Background: an optimization exercise with open tools, aiming at small area, a short achievable clock period and few clock cycles. Do not read the settings as production practice.
Power and IR drop assume default switching activity.

==> inputs of branch juniper <==
==> flow/design.v <==
module psiframe_crc8 (
  input  wire [31:0] crc_in,
  input  wire [7:0]  data,
  output reg  [31:0] crc_out
);
  integer i;
  reg fb;
  always @(*) begin
    crc_out = crc_in;
    for (i = 7; i >= 0; i = i - 1) begin
      fb      = crc_out[31] ^ data[i];
      crc_out = {crc_out[30:0], 1'b0};
      if (fb)
        crc_out = crc_out ^ 32'h04C11DB7;
    end
  end
endmodule
module psiframe (
  input  wire        clk,
  input  wire        rst,         
  input  wire        cmd_valid,
  input  wire [63:0] cmd,
  output wire        cmd_ready,
  output wire        ev_valid,
  output wire [9:0]  ev,
  input  wire        ev_ready,
  output wire        idle,
  output wire [63:0] st
);
  localparam [1:0] M_IDLE = 2'd0, M_SEC = 2'd1, M_FAULT = 2'd3;
  localparam [2:0] F_SIZE = 3'd1, F_FIELD = 3'd2, F_SEQ = 3'd3, F_OPCODE = 3'd6;
  reg [1:0]  mode;
  reg [2:0]  fault;
  reg        legacy;
  reg [7:1]  accl;       
  reg [2:0]  nbits;
  reg [31:0] crc;
  reg [9:0]  seclen;
  reg        rdy;        
  reg        pc_v;
  reg        pc_me;      
  reg        pc_bad;     
  reg        pc_badop;   
  reg        pc_abort;
  reg        pc_cfg;
  reg        pc_begin;
  reg        pc_sinkr;   
  reg        pc_putb;    
  reg        pc_nbad;    
  reg        pc_endc;
  reg        pc_endn;
  reg        pc_align;
  reg [4:0]  pc_nh;      
  reg [2:0]  pc_nl;      
  reg [31:0] pc_d;
  reg        q_e;        
  reg [31:0] q_d;        
  reg [2:0]  q_cnt;      
  reg        q_crc;      
  reg        q_mk;       
  reg        q_ab;       
  reg        o_v;
  reg  [7:0] o_d;
  reg        o_m;        
  reg        o_body;     
  wire [7:0] op = cmd[63:56];
  wire rs_hi  = |cmd[55:38];
  wire rs_mid = |cmd[37:1];
  wire rs_lo  = cmd[0];
  wire rs_all = rs_hi | rs_mid | rs_lo;
  wire [5:0] n = cmd[37:32];
  wire op_nop   = op == 8'h00;
  wire op_abort = op == 8'h01;
  wire op_cfg   = op == 8'h02;
  wire op_begin = op == 8'h10;
  wire op_putb  = op == 8'h11;
  wire op_put1  = op == 8'h12;
  wire op_align = op == 8'h13;
  wire op_endc  = op == 8'h14;
  wire op_endn  = op == 8'h15;
  wire known = op_nop | op_abort | op_cfg | op_begin | op_putb | op_put1 |
               op_align | op_endc | op_endn;
  wire rsv   = (op_putb) ? rs_hi :
               (op_cfg | op_put1) ? (rs_hi | rs_mid) : rs_all;
  wire op_sink = op_putb | op_put1 | op_align;
  wire [4:0] nh_in = op_align ? 5'b00001 :
                     {n[5:3] == 3'd4, n[5:3] == 3'd3, n[5:3] == 3'd2,
                      n[5:3] == 3'd1, n[5:3] == 3'd0};
  wire [2:0] nl_in = op_align ? 3'd7 : {n[2:1], n[0] | op_put1};
  assign ev_valid = o_v;
  assign ev       = {o_m, 1'b0, o_d};
  wire beat    = o_v & ev_ready;
  wire or_free = !o_v | ev_ready;
  wire [31:0] crc_next;
  psiframe_crc8 u_crc (.crc_in(crc), .data(o_d), .crc_out(crc_next));
  wire q_bytes = q_cnt != 3'd0;
  wire [31:0] q_src = q_crc ? crc : q_d;
  reg  [7:0] q_byte;
  always @(*) begin
    case (q_cnt[1:0])
      2'd1:    q_byte = q_src[7:0];
      2'd2:    q_byte = q_src[15:8];
      2'd3:    q_byte = q_src[23:16];
      default: q_byte = q_src[31:24];
    endcase
  end
  wire guard  = q_bytes & q_crc & o_v & o_body;
  wire xfer   = or_free & !q_e & !guard;
  wire q_last = q_bytes ? (q_cnt == 3'd1 && !q_mk) : 1'b1;
  wire in_idle  = mode == M_IDLE;
  wire in_sec   = mode == M_SEC;
  wire in_fault = mode == M_FAULT;
  wire nb0      = nbits == 3'd0;
  wire [3:0] lo  = {1'b0, nbits} + {1'b0, pc_nl};
  wire       c   = lo[3];
  wire [2:0] r   = lo[2:0];
  wire [4:0] kh  = c ? {pc_nh[3:0], 1'b0} : pc_nh;
  wire       kz  = kh[0];
  wire [2:0] k   = {kh[4], kh[3] | kh[2], kh[3] | kh[1]};
  reg v_big;
  integer i;
  always @(*) begin
    v_big = 1'b0;
    for (i = 0; i < 32; i = i + 1)
      if (pc_d[i] && {pc_nh[4], pc_nh[3] | pc_nh[2], pc_nh[3] | pc_nh[1], pc_nl} <= i)
        v_big = 1'b1;
  end
  wire putx = pc_putb & (pc_nbad | v_big);
  wire sink = pc_sinkr & !putx;
  wire [3:0] fit;
  assign fit[0] = legacy ? (seclen <= 10'd182) : (seclen <= 10'd1020);
  assign fit[1] = legacy ? (seclen <= 10'd181) : (seclen <= 10'd1019);
  assign fit[2] = legacy ? (seclen <= 10'd180) : (seclen <= 10'd1018);
  assign fit[3] = legacy ? (seclen <= 10'd179) : (seclen <= 10'd1017);
  wire size_ok = kh[0] | (kh[1] & fit[0]) | (kh[2] & fit[1]) |
                 (kh[3] & fit[2]) | (kh[4] & fit[3]);
  assign cmd_ready = rdy;
  wire consume  = pc_v & (q_e | !pc_me);
  wire ab_go    = pc_v & q_e & pc_abort;                 
  wire ab_emit  = ab_go & !in_idle;
  wire cfg_go   = pc_v & pc_cfg & in_idle;
  wire begin_go = pc_v & q_e & pc_begin & in_idle;
  wire sink_go  = pc_v & sink & in_sec & size_ok & (kz | q_e);
  wire emit_go  = sink_go & !kz;
  wire endc_go  = pc_v & q_e & pc_endc & in_sec & nb0 & fit[3];
  wire endn_go  = pc_v & q_e & pc_endn & in_sec & nb0;
  wire need_idle = pc_cfg | pc_begin;
  wire need_sec  = pc_sinkr | pc_endc | pc_endn;
  wire seq_bad   = (need_idle & !in_idle) | (need_sec & !in_sec);
  wire end_bad   = (pc_endc | pc_endn) & !nb0;
  wire faulty    = pc_bad | seq_bad | putx | end_bad |
                   (pc_sinkr & !size_ok) | (pc_endc & !fit[3]);
  wire fault_go  = consume & !in_fault & faulty;
  reg [2:0] fcode;
  always @(*) begin
    if (pc_bad)         fcode = pc_badop ? F_OPCODE : F_FIELD;
    else if (seq_bad)   fcode = F_SEQ;
    else if (putx)      fcode = F_FIELD;
    else if (end_bad)   fcode = F_SEQ;
    else                fcode = F_SIZE;
  end
  wire [39:0] t = {pc_d, 8'd0} >> r;
  wire [7:0] acc8 = {accl, 1'b0};
  reg  [31:0] pk;
  always @(*) begin
    pk = t[39:8];
    pk[7:0]   = pk[7:0]   | (kh[1] ? acc8 : 8'd0);
    pk[15:8]  = pk[15:8]  | (kh[2] ? acc8 : 8'd0);
    pk[23:16] = pk[23:16] | (kh[3] ? acc8 : 8'd0);
    pk[31:24] = pk[31:24] | (kh[4] ? acc8 : 8'd0);
  end
  wire [7:0] first = ({8{kh[1]}} & pk[7:0])   | ({8{kh[2]}} & pk[15:8]) |
                     ({8{kh[3]}} & pk[23:16]) | ({8{kh[4]}} & pk[31:24]);
  wire [9:0] len0 = seclen + {7'd0, pc_nh[4], pc_nh[3] | pc_nh[2], pc_nh[3] | pc_nh[1]};
  wire [9:0] len1 = len0 + 10'd1;
  wire clr = ab_go | begin_go;       
  wire push = (emit_go & !(or_free & kh[1])) | endc_go | endn_go | ab_emit;
  wire q_e_next = q_e ? !push : (xfer & q_last);
  wire [2:0] nbits_next = clr ? 3'd0 : sink_go ? (pc_align ? 3'd0 : r) : nbits;
  wire [3:0] lo_in = {1'b0, nbits_next} + {1'b0, nl_in};
  wire me_in = op_abort | op_begin | op_endc | op_endn |
               (op_sink & !(nh_in[0] & !lo_in[3]));
  wire take = cmd_valid & rdy;
  wire pc_v_next  = rdy ? cmd_valid : pc_v;
  wire pc_me_next = take ? me_in : pc_me;
  always @(posedge clk) begin
    if (take) begin
      pc_bad   <= !known | rsv;
      pc_badop <= !known;
      pc_abort <= op_abort & !rs_all;
      pc_cfg   <= op_cfg & !rsv;
      pc_begin <= op_begin & !rsv;
      pc_sinkr <= op_sink & !rsv;
      pc_putb  <= op_putb;
      pc_nbad  <= (n == 6'd0) || (n > 6'd32);
      pc_endc  <= op_endc & !rsv;
      pc_endn  <= op_endn & !rsv;
      pc_align <= op_align;
      pc_nh    <= nh_in;
      pc_nl    <= nl_in;
      pc_d     <= cmd[31:0];
    end
    if (q_e)
      q_d <= pk;
    if (or_free) begin
      o_d    <= q_e ? first : (q_bytes ? q_byte : {6'd0, q_ab, q_ab});
      o_m    <= !q_e & !q_bytes;
      o_body <= q_e | (q_bytes & !q_crc);
    end else if (ab_go)
      o_body <= 1'b0;
    if (rst) begin
      rdy    <= 1'b1;
      pc_v   <= 1'b0;
      pc_me  <= 1'b0;
      mode   <= M_IDLE;
      fault  <= 3'd0;
      legacy <= 1'b0;
      accl   <= 7'd0;
      nbits  <= 3'd0;
      crc    <= 32'hFFFFFFFF;
      seclen <= 10'd0;
      q_e    <= 1'b1;
      q_cnt  <= 3'd0;
      q_mk   <= 1'b0;
      o_v    <= 1'b0;
    end else begin
      pc_v  <= pc_v_next;
      pc_me <= pc_me_next;
      rdy   <= !pc_v_next | q_e_next | !pc_me_next;
      q_e   <= q_e_next;
      if (or_free)
        o_v <= q_e ? emit_go : !guard;
      if (clr)
        crc <= 32'hFFFFFFFF;
      else if (beat & o_body)
        crc <= crc_next;
      if (ab_go | endc_go | endn_go | fault_go)
        mode <= ab_go ? M_IDLE : endc_go ? M_IDLE : endn_go ? M_IDLE : M_FAULT;
      else if (begin_go)
        mode <= M_SEC;
      if (ab_go)
        fault <= 3'd0;
      else if (fault_go)
        fault <= fcode;
      if (cfg_go)
        legacy <= pc_d[0];
      nbits <= nbits_next;
      if (clr) begin
        accl   <= 7'd0;
        seclen <= 10'd0;
      end else if (sink_go) begin
        accl   <= t[7:1] | (kz ? accl : 7'd0);
        seclen <= c ? len1 : len0;
      end else if (endc_go)
        seclen <= seclen + 10'd4;
      if (xfer) begin
        if (q_bytes)
          q_cnt <= q_cnt - 3'd1;
        else
          q_mk  <= 1'b0;
      end
      if (emit_go) begin
        q_cnt <= or_free ? k - 3'd1 : k;
        q_crc <= 1'b0;
        q_mk  <= 1'b0;
      end
      if (endc_go) begin
        q_cnt <= 3'd4;
        q_crc <= 1'b1;
        q_mk  <= 1'b1;
        q_ab  <= 1'b0;
      end
      if (endn_go) begin
        q_mk  <= 1'b1;
        q_ab  <= 1'b0;
      end
      if (ab_emit) begin
        q_cnt <= 3'd0;
        q_mk  <= 1'b1;
        q_ab  <= 1'b1;
      end
    end
  end
  assign idle = !pc_v & q_e & !o_v;
  assign st = {crc, 1'b0, 8'd0, 2'b00, seclen, nbits, 1'b0, legacy, 1'b0, fault, mode};
endmodule
==> flow/run.sh <==
#!/bin/bash
# synth_recipe.tcl (not shown) runs the flow's synth.tcl, then flattens the netlist and writes it again
# the make line also repeats each setting of config.mk as NAME=value (left out here)
make -C /OpenROAD-flow-scripts/flow DESIGN_CONFIG=/design/flow/config.mk WORK_HOME=/design/flow/orfs CLKGATE_MAP_FILE= SYNTH_SCRIPT=/design/flow/synth_recipe.tcl finish
==> flow/config.mk <==
export PLATFORM = sky130hd
export DESIGN_NAME = psiframe
export DESIGN_NICKNAME = psiframe
export VERILOG_FILES = /design/flow/design.v
export SDC_FILE = /design/flow/constraint.sdc
export NUM_CORES = 4
export LEC_CHECK = 0
export CAP_MARGIN = 20
export CORE_MARGIN = 2
export CORE_UTILIZATION = 40
export SETUP_SLACK_MARGIN = 5
export SLEW_MARGIN = 20
==> flow/constraint.sdc <==
create_clock -name core_clock -period 10.0 [get_ports {clk}]
set_input_delay 2.0000 -clock core_clock [delete_from_list [all_inputs] [get_ports {clk}]]
set_output_delay 2.0000 -clock core_clock [all_outputs]
set_load 0.01 [all_outputs]
==> branch maple (differences from branch juniper) <==
--- a/flow/design.v
+++ b/flow/design.v
@@ -37,7 +37,5 @@
   reg [31:0] crc;
   reg [9:0]  seclen;
-  reg        rdy;        
   reg        pc_v;
-  reg        pc_me;      
   reg        pc_bad;     
   reg        pc_badop;   
@@ -45,14 +43,12 @@
   reg        pc_cfg;
   reg        pc_begin;
-  reg        pc_sinkr;   
-  reg        pc_putb;    
-  reg        pc_nbad;    
+  reg        pc_sink;    
+  reg        pc_putx;    
   reg        pc_endc;
   reg        pc_endn;
-  reg        pc_align;
   reg [4:0]  pc_nh;      
   reg [2:0]  pc_nl;      
+  reg        pc_align;
   reg [31:0] pc_d;
-  reg        q_e;        
   reg [31:0] q_d;        
   reg [2:0]  q_cnt;      
@@ -70,4 +66,12 @@
   wire rs_all = rs_hi | rs_mid | rs_lo;
   wire [5:0] n = cmd[37:32];
+  reg v_big;
+  integer i;
+  always @(*) begin
+    v_big = 1'b0;
+    for (i = 0; i < 32; i = i + 1)
+      if (cmd[i] && n <= i) v_big = 1'b1;
+  end
+  wire putb_bad = (n == 6'd0) || (n > 6'd32) || v_big;
   wire op_nop   = op == 8'h00;
   wire op_abort = op == 8'h01;
@@ -83,9 +87,4 @@
   wire rsv   = (op_putb) ? rs_hi :
                (op_cfg | op_put1) ? (rs_hi | rs_mid) : rs_all;
-  wire op_sink = op_putb | op_put1 | op_align;
-  wire [4:0] nh_in = op_align ? 5'b00001 :
-                     {n[5:3] == 3'd4, n[5:3] == 3'd3, n[5:3] == 3'd2,
-                      n[5:3] == 3'd1, n[5:3] == 3'd0};
-  wire [2:0] nl_in = op_align ? 3'd7 : {n[2:1], n[0] | op_put1};
   assign ev_valid = o_v;
   assign ev       = {o_m, 1'b0, o_d};
@@ -95,4 +94,5 @@
   psiframe_crc8 u_crc (.crc_in(crc), .data(o_d), .crc_out(crc_next));
   wire q_bytes = q_cnt != 3'd0;
+  wire q_empty = !q_bytes & !q_mk;
   wire [31:0] q_src = q_crc ? crc : q_d;
   reg  [7:0] q_byte;
@@ -105,7 +105,6 @@
     endcase
   end
-  wire guard  = q_bytes & q_crc & o_v & o_body;
-  wire xfer   = or_free & !q_e & !guard;
-  wire q_last = q_bytes ? (q_cnt == 3'd1 && !q_mk) : 1'b1;
+  wire guard = q_crc & o_v & o_body;
+  wire xfer  = or_free & !q_empty & !(q_bytes & guard);
   wire in_idle  = mode == M_IDLE;
   wire in_sec   = mode == M_SEC;
@@ -118,14 +117,4 @@
   wire       kz  = kh[0];
   wire [2:0] k   = {kh[4], kh[3] | kh[2], kh[3] | kh[1]};
-  reg v_big;
-  integer i;
-  always @(*) begin
-    v_big = 1'b0;
-    for (i = 0; i < 32; i = i + 1)
-      if (pc_d[i] && {pc_nh[4], pc_nh[3] | pc_nh[2], pc_nh[3] | pc_nh[1], pc_nl} <= i)
-        v_big = 1'b1;
-  end
-  wire putx = pc_putb & (pc_nbad | v_big);
-  wire sink = pc_sinkr & !putx;
   wire [3:0] fit;
   assign fit[0] = legacy ? (seclen <= 10'd182) : (seclen <= 10'd1020);
@@ -135,20 +124,22 @@
   wire size_ok = kh[0] | (kh[1] & fit[0]) | (kh[2] & fit[1]) |
                  (kh[3] & fit[2]) | (kh[4] & fit[3]);
-  assign cmd_ready = rdy;
-  wire consume  = pc_v & (q_e | !pc_me);
-  wire ab_go    = pc_v & q_e & pc_abort;                 
+  wire pc_mx    = pc_abort | pc_begin | pc_endc | pc_endn;
+  wire may_emit = pc_mx | (pc_sink & !kz);
+  assign cmd_ready = !pc_v | q_empty | !may_emit;
+  wire consume  = pc_v & (q_empty | !may_emit);
+  wire ab_go    = pc_v & q_empty & pc_abort;             
   wire ab_emit  = ab_go & !in_idle;
   wire cfg_go   = pc_v & pc_cfg & in_idle;
-  wire begin_go = pc_v & q_e & pc_begin & in_idle;
-  wire sink_go  = pc_v & sink & in_sec & size_ok & (kz | q_e);
+  wire begin_go = pc_v & q_empty & pc_begin & in_idle;
+  wire sink_go  = pc_v & pc_sink & in_sec & size_ok & (kz | q_empty);
   wire emit_go  = sink_go & !kz;
-  wire endc_go  = pc_v & q_e & pc_endc & in_sec & nb0 & fit[3];
-  wire endn_go  = pc_v & q_e & pc_endn & in_sec & nb0;
+  wire endc_go  = pc_v & q_empty & pc_endc & in_sec & nb0 & fit[3];
+  wire endn_go  = pc_v & q_empty & pc_endn & in_sec & nb0;
   wire need_idle = pc_cfg | pc_begin;
-  wire need_sec  = pc_sinkr | pc_endc | pc_endn;
+  wire need_sec  = pc_sink | pc_putx | pc_endc | pc_endn;
   wire seq_bad   = (need_idle & !in_idle) | (need_sec & !in_sec);
   wire end_bad   = (pc_endc | pc_endn) & !nb0;
-  wire faulty    = pc_bad | seq_bad | putx | end_bad |
-                   (pc_sinkr & !size_ok) | (pc_endc & !fit[3]);
+  wire faulty    = pc_bad | seq_bad | pc_putx | end_bad |
+                   (pc_sink & !size_ok) | (pc_endc & !fit[3]);
   wire fault_go  = consume & !in_fault & faulty;
   reg [2:0] fcode;
@@ -156,11 +147,11 @@
     if (pc_bad)         fcode = pc_badop ? F_OPCODE : F_FIELD;
     else if (seq_bad)   fcode = F_SEQ;
-    else if (putx)      fcode = F_FIELD;
+    else if (pc_putx)   fcode = F_FIELD;
     else if (end_bad)   fcode = F_SEQ;
     else                fcode = F_SIZE;
   end
   wire [39:0] t = {pc_d, 8'd0} >> r;
+  reg  [31:0] pk;
   wire [7:0] acc8 = {accl, 1'b0};
-  reg  [31:0] pk;
   always @(*) begin
     pk = t[39:8];
@@ -175,13 +166,5 @@
   wire [9:0] len1 = len0 + 10'd1;
   wire clr = ab_go | begin_go;       
-  wire push = (emit_go & !(or_free & kh[1])) | endc_go | endn_go | ab_emit;
-  wire q_e_next = q_e ? !push : (xfer & q_last);
-  wire [2:0] nbits_next = clr ? 3'd0 : sink_go ? (pc_align ? 3'd0 : r) : nbits;
-  wire [3:0] lo_in = {1'b0, nbits_next} + {1'b0, nl_in};
-  wire me_in = op_abort | op_begin | op_endc | op_endn |
-               (op_sink & !(nh_in[0] & !lo_in[3]));
-  wire take = cmd_valid & rdy;
-  wire pc_v_next  = rdy ? cmd_valid : pc_v;
-  wire pc_me_next = take ? me_in : pc_me;
+  wire take = cmd_valid & cmd_ready;
   always @(posedge clk) begin
     if (take) begin
@@ -191,26 +174,25 @@
       pc_cfg   <= op_cfg & !rsv;
       pc_begin <= op_begin & !rsv;
-      pc_sinkr <= op_sink & !rsv;
-      pc_putb  <= op_putb;
-      pc_nbad  <= (n == 6'd0) || (n > 6'd32);
+      pc_sink  <= ((op_putb & !putb_bad) | op_put1 | op_align) & !rsv;
+      pc_putx  <= op_putb & putb_bad & !rsv;
       pc_endc  <= op_endc & !rsv;
       pc_endn  <= op_endn & !rsv;
       pc_align <= op_align;
-      pc_nh    <= nh_in;
-      pc_nl    <= nl_in;
+      pc_nh    <= op_align ? 5'b00001 :
+                  {n[5:3] == 3'd4, n[5:3] == 3'd3, n[5:3] == 3'd2,
+                   n[5:3] == 3'd1, n[5:3] == 3'd0};
+      pc_nl    <= op_align ? 3'd7 : {n[2:1], n[0] | op_put1};
       pc_d     <= cmd[31:0];
     end
-    if (q_e)
+    if (q_empty)
       q_d <= pk;
     if (or_free) begin
-      o_d    <= q_e ? first : (q_bytes ? q_byte : {6'd0, q_ab, q_ab});
-      o_m    <= !q_e & !q_bytes;
-      o_body <= q_e | (q_bytes & !q_crc);
+      o_d    <= q_empty ? first : (q_bytes ? q_byte : {6'd0, q_ab, q_ab});
+      o_m    <= !q_empty & !q_bytes;
+      o_body <= q_empty | (q_bytes & !q_crc);
     end else if (ab_go)
       o_body <= 1'b0;
     if (rst) begin
-      rdy    <= 1'b1;
       pc_v   <= 1'b0;
-      pc_me  <= 1'b0;
       mode   <= M_IDLE;
       fault  <= 3'd0;
@@ -220,15 +202,12 @@
       crc    <= 32'hFFFFFFFF;
       seclen <= 10'd0;
-      q_e    <= 1'b1;
       q_cnt  <= 3'd0;
       q_mk   <= 1'b0;
       o_v    <= 1'b0;
     end else begin
-      pc_v  <= pc_v_next;
-      pc_me <= pc_me_next;
-      rdy   <= !pc_v_next | q_e_next | !pc_me_next;
-      q_e   <= q_e_next;
+      if (cmd_ready)
+        pc_v <= cmd_valid;
       if (or_free)
-        o_v <= q_e ? emit_go : !guard;
+        o_v <= q_empty ? emit_go : !(q_bytes & guard);
       if (clr)
         crc <= 32'hFFFFFFFF;
@@ -245,10 +224,11 @@
       if (cfg_go)
         legacy <= pc_d[0];
-      nbits <= nbits_next;
       if (clr) begin
         accl   <= 7'd0;
+        nbits  <= 3'd0;
         seclen <= 10'd0;
       end else if (sink_go) begin
         accl   <= t[7:1] | (kz ? accl : 7'd0);
+        nbits  <= pc_align ? 3'd0 : r;
         seclen <= c ? len1 : len0;
       end else if (endc_go)
@@ -282,5 +262,5 @@
     end
   end
-  assign idle = !pc_v & q_e & !o_v;
+  assign idle = !pc_v & q_empty & !o_v;
   assign st = {crc, 1'b0, 8'd0, 2'b00, seclen, nbits, 1'b0, legacy, 1'b0, fault, mode};
 endmodule
Settings changed: CORE_UTILIZATION 40 to 60.
==> comparison <==
- Of branch juniper and branch maple, branch maple has the higher combinational power (gap 73%, measured against branch maple).
- In branch juniper the hold slack is higher than in branch maple, by 3.8 ps.
- In branch maple the sequential share of layout area is higher than in branch juniper, by 0.85 points.
- Total power: branch maple is larger than branch juniper (about 70%).
- Against branch maple, the via count of branch juniper is higher by about 4.4%.
- Of branch maple and branch juniper, branch maple has the higher register-to-register slack (gap 760 ps).
- In branch juniper the cell area is higher than in branch maple, by about 5%.
- Of branch juniper and branch maple, branch maple has the higher sequential power (gap 22%, measured against branch maple).
- In branch juniper the synthesized cell count is larger than in branch maple, by about 7%.
==> figures <==
|  | branch maple | branch juniper |
|---|---|---|
| Status | timing/DRC/antenna clean | timing/DRC/antenna clean |
| Worst setup path endpoint | cmd_ready | rdy |
| Worst path arrival time | 2700 ps | 4940 ps |
| Number of buffer and inverter instances along the worst setup path | 3 | 0 |
| Post-DP HPWL | 18600 um | 21400 um |
| Share of synthesized area spent on multiplexers | 8.64% | 7.84% |
| Seq cells post-synth | 158 | 162 |
| Worst reg-to-reg setup slack | 6120 ps | 5360 ps |
| Area share of the largest cell type after synthesis | 28.8% | 28.0% |
| Register Area | 0.00410 sq mm | 0.00420 sq mm |
| Per-instance average area after synthesis | 9.71 sq um | 9.43 sq um |
| Reported net switching power | 1.24 mW | 0.557 mW |
| DR vias/cell | 6.21 | 5.68 |
| Worst hold margin | 453 ps | 457 ps |
| Internal Power | 1.91 mW | 1.30 mW |
| Cells after DPL | 1303 | 1492 |
| Transition time of the tightest slew-check pin | 1040 ps | 982 ps |
| Number of global-route vias before repair | 7549 | 7822 |
| Utilization after layout | 73.9% | 49.1% |
No run of this note included a check of the RTL's function; only the layout flow was run.

-- static timing again, ports no longer ideal --
In the flow no input, the clock included, has a driving cell. The finished layouts below were timed again as built, in two steps.
Step 1: set_driving_cell puts a clkbuf_16 on clk and a buf_2 on each other input, an assumption about the parent block.
Step 2 adds t to the input delays and takes it off the output delays; t is the mean of the earliest and latest rising clock arrival at the registers after step 1. Input paths then give back, and output paths get back, about the clock's delay inside the block.
Slacks: no drivers / after step 1 / after step 2; pairs: no drivers / after step 1.
| run | shift t [ns] | setup WS [ns] | hold WS [ns] | worst setup path after step 2 | worst register clock-pin slew, ns |
|---|---|---|---|---|---|
| branch juniper | 0.474 | 5.357 / 5.357 / 5.339 | 0.457 / 0.457 / 0.457 | input to register | 0.08 / 0.08 |
| branch maple | 0.474 | 5.295 / 5.249 / 5.286 | 0.453 / 0.453 / 0.453 | input to register | 0.07 / 0.07 |
After both steps setup and hold are still met in every run listed. For branch juniper, which loses most, drivers alone change the setup slack by 0.000 ns; drivers and shift together by -0.018 ns.
